This is an optimization exercise on Yosys and OpenROAD, whose aim is a short achievable clock period and few clock cycles, not a production implementation.
The RTL was checked by simulation tests, not by an equivalence proof against the original design.
Power figures rest on the tool's default switching activity, not on a simulated workload.

==> inputs of build 61 <==
## arq_core
module arq_core (
    input  wire        clk,
    input  wire        rst,           
    output reg         mem_re,
    output reg         mem_we,
    output reg  [7:0]  mem_addr,
    output reg  [31:0] mem_wdata,
    input  wire [31:0] mem_rdata,
    output reg         retire,        
    output wire        halted,
    output wire        faulted,
    output wire [31:0] pc,
    output wire [31:0] r0,
    output wire [31:0] r1,
    output wire [31:0] r2,
    output wire [31:0] r3,
    output wire [2:0]  flags,         
    output wire [31:0] icount,
    output reg  [2:0]  fault_code,
    output reg  [31:0] fault_value,
    output reg  [31:0] fault_pc,
    output reg  [4:0]  fault_opc
);
Settings: LEC_CHECK=0, ABC_CLOCK_PERIOD_IN_PS=3000, CAP_MARGIN=20, CORE_MARGIN=2, CORE_UTILIZATION=40, SETUP_SLACK_MARGIN=5, SLEW_MARGIN=20, SYNTH_MEMORY_MAX_BITS=65536; clock period 10.0 ns.
run.sh (not shown) runs the stock make flow with config.mk's settings and CLKGATE_MAP_FILE= SYNTH_SCRIPT=/design/flow/synth_recipe.tcl, a recipe that flattens the netlist after the stock synthesis.
==> trial 91: changes against build 61 <==
--- a/flow/design.v
+++ b/flow/design.v
@@ -49,14 +49,12 @@
     reg  [1:0]  rid;                  
     reg  [7:0]  madr;                 
     reg         rdiss;                
     reg  [31:0] dreg;
     reg         dv;
     reg         cond;
-    reg  [3:0]  cndv;                 
-    reg         opok;                 
     reg  [31:0] icnt;
     reg         halted_q, faulted_q;
     reg  [31:0] acc, xs;
     reg  [32:0] yb;
     reg         mmem;                 
     assign halted  = halted_q;
@@ -119,15 +117,12 @@
     wire [31:0] mul_sum  = acc + bpp + {31'd0, bneg};
     wire [32:0] yb_next  = {{2{yb[32]}}, yb[32:2]};
     wire        mul_done = (yb[32:2] == 31'd0) || (yb[32:2] == {31{1'b1}});
     reg  [31:0] ax, ay;
     reg         asub;
     wire [31:0] asum = ax + (asub ? ~ay : ay) + {31'd0, asub};
-    wire        hv       = (qn != 3'd0) || rv_code;
-    wire        rd_op_ok = (mem_rdata[31:5] == 27'd0) && (mem_rdata[4:0] != 5'd0) &&
-                           (mem_rdata[4:0] <= 5'd27);
     reg         pop;
     reg  [2:0]  nst;
     reg         rd_req;   reg [7:0] rd_addr;
     reg         wr_req;   reg [7:0] wr_addr;
     reg         redir;    reg [31:0] redir_t;
     reg         ret;      reg [31:0] ret_pc;
@@ -137,16 +132,12 @@
     reg         do_halt;
     reg         do_fault; reg [2:0] f_code; reg [31:0] f_val; reg [4:0] f_opc;
     reg         mul_start; reg [31:0] mx, my; reg mul_mem;
     reg         dcons;
     reg  [8:0]  pcn;       
     reg         cond_n_tmp;
-    reg         fin;       
-    reg         newop;     
-    reg  [4:0]  op_n;
-    reg         opok_n;
     always @* begin
         pop = 1'b0; nst = st;
         rd_req = 1'b0; rd_addr = nx[7:0];
         wr_req = 1'b0; wr_addr = madr; wrsrc = 2'd0;
         redir = 1'b0; redir_t = q0;
         ret = 1'b0; ret_pc = {23'd0, ea + 9'd1};
@@ -155,43 +146,35 @@
         do_halt = 1'b0;
         do_fault = 1'b0; f_code = F_MEMADDR; f_val = {23'd0, ea}; f_opc = op;
         mul_start = 1'b0; mx = opx; my = rq0; mul_mem = 1'b0;
         dcons = 1'b0;
         pcn = ea + 9'd1;
         cond_n_tmp = 1'b0;
-        fin = 1'b0;
-        newop = 1'b0; op_n = q0[4:0]; opok_n = q0_op_ok;
         ax = opx; ay = rq0; asub = 1'b0;
         case (st)
         S_OP: begin
             if (pc_q[31:8] != 24'd0) begin
                 do_fault = 1'b1; f_val = pc_q; f_opc = 5'd0;
             end else if (qn != 3'd0) begin
                 if (!q0_op_ok) begin
                     do_halt = 1'b1;
                 end else begin
-                    pop = 1'b1; newop = 1'b1;
+                    pop = 1'b1;
                     nst = S_C1;
                     if (c1_tgt(qop) && jcond(qop, fz, fn, fnz) && nx_v) begin
                         redir = 1'b1; redir_t = nx;
                         ret = 1'b1; ret_pc = nx;
                         nst = S_OP;
                     end else if (c1_addr(qop) && nx_v) begin
                         rd_req = 1'b1; rd_addr = nx[7:0];
                     end
                 end
-            end else if (rv_code) begin
-                pop = 1'b1; newop = 1'b1;
-                op_n = mem_rdata[4:0]; opok_n = rd_op_ok;
-                nst = S_C1;
             end
         end
         S_C1: begin
-            if (!opok) begin
-                do_halt = 1'b1;
-            end else if (ea[8]) begin
+            if (ea[8]) begin
                 do_fault = 1'b1;
             end else if (qn != 3'd0) begin
                 if (c1_tgt(op)) begin
                     pop = 1'b1; ret = 1'b1; nst = S_OP;
                     if (jcond(op, fz, fn, fnz)) begin
                         redir = 1'b1; redir_t = q0; ret_pc = q0;
@@ -269,13 +252,15 @@
                             5'd12, 5'd15: begin
                                 rwe = 1'b1; rwid = q0[1:0]; rwsrc = 2'd2;
                                 ret = 1'b1; nst = S_OP;
                             end
                             5'd25, 5'd26, 5'd27: begin
                                 nst = S_C3;
-                                cond_n_tmp = cndv[q0[1:0]];
+                                if (op == 5'd25)      cond_n_tmp = (rq0 == opx);
+                                else if (op == 5'd26) cond_n_tmp = ($signed(rq0) > $signed(opx));
+                                else                  cond_n_tmp = ($signed(rq0) < $signed(opx));
                                 if (cond_n_tmp && nx_v) begin
                                     redir = 1'b1; redir_t = nx;
                                     ret = 1'b1; ret_pc = nx;
                                     nst = S_OP;
                                 end
                             end
@@ -303,17 +288,17 @@
             if (dv) begin
                 dcons = 1'b1;
                 case (op)
                     5'd4, 5'd5: begin
                         ax = dreg; ay = opy; asub = (op == 5'd5);
                         rwe = 1'b1; fwe = 1'b1;
-                        ret = 1'b1; fin = 1'b1; nst = S_OP;
+                        ret = 1'b1; nst = S_OP;
                     end
                     5'd13, 5'd19: begin
                         rwe = 1'b1; rwsrc = 2'd3;
-                        ret = 1'b1; fin = 1'b1; nst = S_OP;
+                        ret = 1'b1; nst = S_OP;
                     end
                     5'd6: begin
                         mul_start = 1'b1; mx = dreg; my = opy; mul_mem = 1'b0;
                         nst = S_MUL;
                     end
                     5'd9: begin
@@ -322,94 +307,80 @@
                     end
                     default: begin
                         ax = (op == 5'd17) ? 32'd1 : opx;
                         ay = dreg;
                         asub = (op == 5'd8) || (op == 5'd11);
                         wr_req = 1'b1; fwe = 1'b1;
-                        ret = 1'b1; fin = 1'b1; nst = S_OP;
+                        ret = 1'b1; nst = S_OP;
                     end
                 endcase
             end
         end
         S_MUL: begin
             pcn = ea;
             ret_pc = {23'd0, ea};
             if (mul_done) begin
                 fwe = 1'b1; fmul = 1'b1;
-                ret = 1'b1; fin = 1'b1; nst = S_OP;
+                ret = 1'b1; nst = S_OP;
                 if (mmem) begin
                     wr_req = 1'b1; wrsrc = 2'd2;
                 end else begin
                     rwe = 1'b1; rwsrc = 2'd0;
                 end
             end
         end
         default: ;
         endcase
-        if (fin && !ea[8] && !smflush && hv) begin
-            pop = 1'b1; newop = 1'b1; nst = S_C1;
-            if (qn != 3'd0) begin
-                if (q0_op_ok && c1_addr(qop) && nx_v && !wr_req) begin
-                    rd_req = 1'b1; rd_addr = nx[7:0];
-                end
-            end else begin
-                op_n = mem_rdata[4:0]; opok_n = rd_op_ok;
-            end
-        end
     end
     wire [31:0] alu_or_mul = fmul ? mul_sum : asum;
     wire [31:0] fres    = alu_or_mul;
     wire [31:0] rwdata  = (rwsrc == 2'd1) ? q0 : (rwsrc == 2'd2) ? opx :
                           (rwsrc == 2'd3) ? dreg : alu_or_mul;
     wire [31:0] wr_data = (wrsrc == 2'd1) ? opx : (wrsrc == 2'd2) ? mul_sum : asum;
     wire smflush = wr_req && ({1'b0, wr_addr} >= pcn) && ({1'b0, wr_addr} < fptr);
     wire flush   = redir || smflush;
-    wire pop_q   = pop && (qn != 3'd0);         
-    wire push    = rv_code && !(pop && qn == 3'd0);
+    wire push    = rv_code && !flush;
     wire running = !halted_q && !faulted_q && !do_halt && !do_fault;
-    wire [2:0] qn_next = qn + {2'd0, push} - {2'd0, pop_q};
-    wire       space   = (qn_next + {2'd0, iss_code}) < QDEPTH;
+    wire [2:0] qn_next = qn + {2'd0, rv_code} - {2'd0, pop};
+    wire       space   = flush || ((qn_next + {2'd0, iss_code}) < QDEPTH);
     wire       redir_ok = (redir_t[31:8] == 24'd0);
-    function cmp1(input [4:0] o, input [31:0] b, input [31:0] a);
-        case (o)
-            5'd25:   cmp1 = (b == a);
-            5'd26:   cmp1 = ($signed(b) > $signed(a));
-            default: cmp1 = ($signed(b) < $signed(a));
-        endcase
-    endfunction
     always @(posedge clk) begin
         if (rst) begin
             mem_re <= 1'b1; mem_we <= 1'b0; mem_addr <= 8'd0; mem_wdata <= 32'd0;
             iss_code <= 1'b1; iss_data <= 1'b0;
             rv_code <= 1'b0; rv_data <= 1'b0;
             fptr <= 9'd1;
             qn <= 3'd0;
-            st <= S_OP; op <= 5'd0; opok <= 1'b0;
+            st <= S_OP; op <= 5'd0;
             pc_q <= 32'd0; ea <= 9'd0;
             gpr0 <= 32'd0; gpr1 <= 32'd0; gpr2 <= 32'd0; gpr3 <= 32'd0;
             fz <= 1'b0; fn <= 1'b0; fnz <= 1'b0;
             rdiss <= 1'b0; dv <= 1'b0; cond <= 1'b0;
             icnt <= 32'd0;
             halted_q <= 1'b0; faulted_q <= 1'b0;
             retire <= 1'b0;
             fault_code <= 3'd0; fault_value <= 32'd0; fault_pc <= 32'd0; fault_opc <= 5'd0;
         end else begin
             retire <= 1'b0;
             rv_code <= iss_code && !flush;
             rv_data <= iss_data;
-            qn <= flush ? 3'd0 : qn_next;
-            if (pop_q) begin
-                q0 <= (push && qn == 3'd1) ? mem_rdata : q1;
-                q1 <= (push && qn == 3'd2) ? mem_rdata : q2;
-                q2 <= (push && qn == 3'd3) ? mem_rdata : q3;
-                if (push && qn == 3'd4) q3 <= mem_rdata;
-            end else if (push) begin
-                if (qn == 3'd0) q0 <= mem_rdata;
-                if (qn == 3'd1) q1 <= mem_rdata;
-                if (qn == 3'd2) q2 <= mem_rdata;
-                if (qn == 3'd3) q3 <= mem_rdata;
+            if (flush) begin
+                qn <= 3'd0;
+            end else begin
+                qn <= qn_next;
+                if (pop) begin
+                    q0 <= (push && qn == 3'd1) ? mem_rdata : q1;
+                    q1 <= (push && qn == 3'd2) ? mem_rdata : q2;
+                    q2 <= (push && qn == 3'd3) ? mem_rdata : q3;
+                    if (push && qn == 3'd4) q3 <= mem_rdata;
+                end else if (push) begin
+                    if (qn == 3'd0) q0 <= mem_rdata;
+                    if (qn == 3'd1) q1 <= mem_rdata;
+                    if (qn == 3'd2) q2 <= mem_rdata;
+                    if (qn == 3'd3) q3 <= mem_rdata;
+                end
             end
             if (rv_data) begin
                 dreg <= mem_rdata;
                 dv   <= 1'b1;
             end else if (dcons) begin
                 dv   <= 1'b0;
@@ -440,26 +411,24 @@
                     fault_pc    <= pc_q;
                     fault_opc   <= f_opc;
                 end else if (do_halt) begin
                     halted_q <= 1'b1;
                 end else begin
                     st <= nst;
-                    if (pop) ea <= ea + 9'd1;
-                    if (newop) begin
-                        op    <= op_n;
-                        opok  <= opok_n;
+                    if (st == S_OP && pop) begin
+                        op <= qop;
+                        ea <= ea + 9'd1;
                         rdiss <= rd_req;
-                    end else if (rd_req) begin
-                        rdiss <= 1'b1;
+                    end else if (pop) begin
+                        ea <= ea + 9'd1;
+                        if (rd_req) rdiss <= 1'b1;
                     end
                     if (st == S_C1 && pop) begin
                         opx <= c1_imm(op) ? q0 : rq0;
                         rid <= q0[1:0];
                         madr <= q0[7:0];
-                        cndv <= {cmp1(op, gpr3, rq0), cmp1(op, gpr2, rq0),
-                                 cmp1(op, gpr1, rq0), cmp1(op, gpr0, rq0)};
                     end
                     if (st == S_C2 && pop) begin
                         opy <= rq0;
                         if (op != 5'd18 && op != 5'd1 && op != 5'd2 && op != 5'd3) rid <= q0[1:0];
                         madr <= q0[7:0];
                         cond <= cond_n_tmp;
ABC_CLOCK_PERIOD_IN_PS = unset   (was 3000)
SETUP_SLACK_MARGIN = unset   (was 5)
==> summary.txt <==
Against build 61, the critical path depth of trial 91 is lower by 13. Of build 61 and trial 91, trial 91 has the higher sequential share of layout area (gap 4.3 points). Of trial 91 and build 61, build 61 has the higher total power (gap 17%, measured against build 61). Of trial 91 and build 61, build 61 has the higher worst setup slack (gap 1.3 ns). Area after synthesis: trial 91 is lower than build 61 (about 5%). Final area: build 61 is higher than trial 91 (15%). Build 61 completed with no timing, DRC or antenna violations. Trial 91 passed the timing, design-rule and antenna checks. Of build 61 and trial 91, build 61 has the higher sequential power (gap about 8%, measured against trial 91). In trial 91 the register-to-register slack is worse than in build 61, by 1.3 ns. Synthesized cell count: build 61 is larger than trial 91 (about 6%). Between build 61 and trial 91, the lower worst hold slack is in trial 91 (gap 0.0024 ns).
Testbench counts of build 61, summed over its fixed seeds: cycles 44,979.
Testbench counts of trial 91, summed over its fixed seeds: cycles 45,654.

========
==> inputs of trial 56 <==
Another version of the RTL of arq_core (not shown whole).
Settings: LEC_CHECK=0, CAP_MARGIN=20, CORE_MARGIN=2, CORE_UTILIZATION=40, SLEW_MARGIN=20, SYNTH_MEMORY_MAX_BITS=65536; clock period 10.0 ns.
standard.sh (not shown) runs the stock make flow with config.mk's settings and CLKGATE_MAP_FILE= SYNTH_SCRIPT=/design/flow/synth_recipe.tcl, a recipe that flattens the netlist after the stock synthesis.
==> flow/flow/run.sh <==
#!/bin/bash
set -euo pipefail
cd "$(dirname "$0")/.."
bash standard.sh SETUP_SLACK_MARGIN=6.5 ABC_CLOCK_PERIOD_IN_PS=3000 TNS_END_PERCENT=20 finish > flow_make.log 2>&1
==> trial 1: changes against trial 56 <==
--- a/flow/design.v
+++ b/flow/design.v
@@ -43,14 +43,15 @@
     reg         opok;                 
     reg         k45, k17, ksub;       
     reg  [31:0] pc_q;
     reg  [8:0]  ea;                   
     reg  [31:0] gpr0, gpr1, gpr2, gpr3;
     reg         fz, fn, fnz;
     reg  [31:0] opx;                  
+    reg  [31:0] opxe;                 
     reg  [31:0] opy;                  
     reg  [1:0]  rid;                  
     reg  [7:0]  madr;                 
     reg         mhit;                 
     reg         rdiss;                
     reg  [31:0] dreg;
     reg         dv;
@@ -198,28 +199,25 @@
     reg  [1:0]  axs, ays;
     reg         asub;
     wire [31:0] ax   = k45 ? dreg : k17 ? 32'd1 : opx;
     wire [31:0] ay0  = k45 ? opy : dreg;
     wire [31:0] ay   = ksub ? ~ay0 : ay0;
     wire [31:0] asum = add32(ax, ay, ksub);
     wire        azero = sum_zero(ax, ay, ksub);
-    wire        rr_sub = ksub;           
-    wire [31:0] rb0 = rr_sub ? ~gpr0 : gpr0;
-    wire [31:0] rb1 = rr_sub ? ~gpr1 : gpr1;
-    wire [31:0] rb2 = rr_sub ? ~gpr2 : gpr2;
-    wire [31:0] rb3 = rr_sub ? ~gpr3 : gpr3;
-    wire [31:0] rr0 = add32(opx, rb0, rr_sub);
-    wire [31:0] rr1 = add32(opx, rb1, rr_sub);
-    wire [31:0] rr2 = add32(opx, rb2, rr_sub);
-    wire [31:0] rr3 = add32(opx, rb3, rr_sub);
-    wire [3:0]  rrz = {sum_zero(opx, rb3, rr_sub), sum_zero(opx, rb2, rr_sub),
-                       sum_zero(opx, rb1, rr_sub), sum_zero(opx, rb0, rr_sub)};
+    wire [31:0] rr0 = add32(opxe, gpr0, 1'b0);
+    wire [31:0] rr1 = add32(opxe, gpr1, 1'b0);
+    wire [31:0] rr2 = add32(opxe, gpr2, 1'b0);
+    wire [31:0] rr3 = add32(opxe, gpr3, 1'b0);
+    wire [3:0]  rrz = ksub ? {&(opxe ^ gpr3), &(opxe ^ gpr2), &(opxe ^ gpr1), &(opxe ^ gpr0)}
+                           : {sum_zero(opxe, gpr3, 1'b0), sum_zero(opxe, gpr2, 1'b0),
+                              sum_zero(opxe, gpr1, 1'b0), sum_zero(opxe, gpr0, 1'b0)};
+    wire [31:0] rrs = rsel(q0[1:0], rr0, rr1, rr2, rr3);
     wire [3:0]  incz = {&gpr3, &gpr2, &gpr1, &gpr0};
     wire [31:0] rsum = (st == S_C1) ? rsel(q0[1:0], inc32(gpr0), inc32(gpr1), inc32(gpr2), inc32(gpr3))
-                                    : rsel(q0[1:0], rr0, rr1, rr2, rr3);
+                                    : (ksub ? ~rrs : rrs);
     wire        rzero = (st == S_C1) ? incz[q0[1:0]] : rrz[q0[1:0]];
     reg  [1:0]  rwid;     reg [1:0] rwsrc;    reg [1:0] wrsrc;
     reg         fmul;     reg [1:0] msel;
     always @* begin
         axs = 2'd0; ays = 2'd0; asub = 1'b0;
         rwid = rid; rwsrc = 2'd0; wrsrc = 2'd0; fmul = 1'b0; msel = 2'd0;
         case (st)
@@ -636,14 +634,15 @@
             end
         end
     end
     wire mul_ld = (st == S_C2 && op == 5'd3) || (st == S_WAIT && (op == 5'd6 || op == 5'd9));
     always @(posedge clk) begin
         if (st == S_C1) begin
             opx  <= c1_imm(op) ? q0 : rq0;
+            opxe <= (op == 5'd2) ? ~rq0 : rq0;
             rid  <= q0[1:0];
             madr <= q0[7:0];
             mhit <= mhit_st;
             cndv <= rsel4(q0[1:0], cmp_a0, cmp_a1, cmp_a2, cmp_a3);
         end
         if (st == S_C2) begin
             opy <= rq0;
==> results by group <==
Routing
  – First-pass iteration count of the detailed router: 11

STA
  – Final Cycle Share: a little under half

Yosys
  – Synth Area in Compound Gates: 19.2%

Placement
  – GP Congestion: 1.07
  – Dpl hpwl: roughly 270 mm

Status
  – Status: no timing/DRC/antenna violations

Worst hold path
  – Hold_sp: iss_data$_SDFF_PP0_

Floorplan
  – Die height: 409 µm
Source of the figures above: trial 56

==> results by group <==
Status
  – Status: no timing/DRC/antenna violations

Yosys
  – Count of cell types in the netlist: 104
  – EDFF count, synth: 378
  – Synth Area in Compound Gates: 19.5%

Placement
  – Dpl hpwl: 271 mm

Final layout
  – Post-layout instance area: 87700 µm²
  – Fraction of area in multi-input gates: 57.3%

STA
  – Final Cycle Share: 42.6%

Floorplan
  – Die height: 411 µm

Routing
  – First-pass iteration count of the detailed router: 8

Setup path
  – Worst path arrival time: around 5 ns
Source of the figures above: trial 1

Testbench counts of trial 56, summed over its fixed seeds: cycles 44,778.
Testbench counts of trial 1, summed over its fixed seeds: cycles 44,778.

[what the ideal ports hide]
In the flow no input, the clock included, has a driving cell. The finished layouts below were timed again as built, in two steps. Step 1 sets driving cells, clkbuf_16 on the clock port and buf_2 on the other inputs (assumed; they add their load-dependent delay and slew). Step 2, shift: input delay + t, output delay - t, t = (earliest + latest rising clock arrival at the registers) / 2. This alone moves slack from input paths to output paths. a / b / c = ideal ports / drivers / drivers and shift; a / b = the first two.
| run | shift t [ns] | slack for setup (ns) | hold slack, ns | worst setup path after step 2 | slew at the worst register clock pin (ns) |
|---|---|---|---|---|---|
| build 61 | 0.754 | 3.735 / 3.735 / 3.735 | 0.451 / 0.451 / 0.451 | register to register | 0.06 / 0.06 |
| trial 91 | 0.736 | 2.403 / 2.403 / 2.403 | 0.449 / 0.449 / 0.449 | register to register | 0.07 / 0.07 |
| trial 56 | 0.810 | 5.495 / 5.495 / 5.495 | 0.440 / 0.440 / 0.440 | register to register | 0.07 / 0.07 |
| trial 1 | 0.816 | 5.739 / 5.739 / 5.427 | 0.453 / 0.453 / 0.453 | input to register | 0.07 / 0.07 |
After both steps every run listed still meets setup and hold. The setup slack of trial 1, which loses most, moves by 0.000 ns with the drivers and by -0.312 ns with both steps.
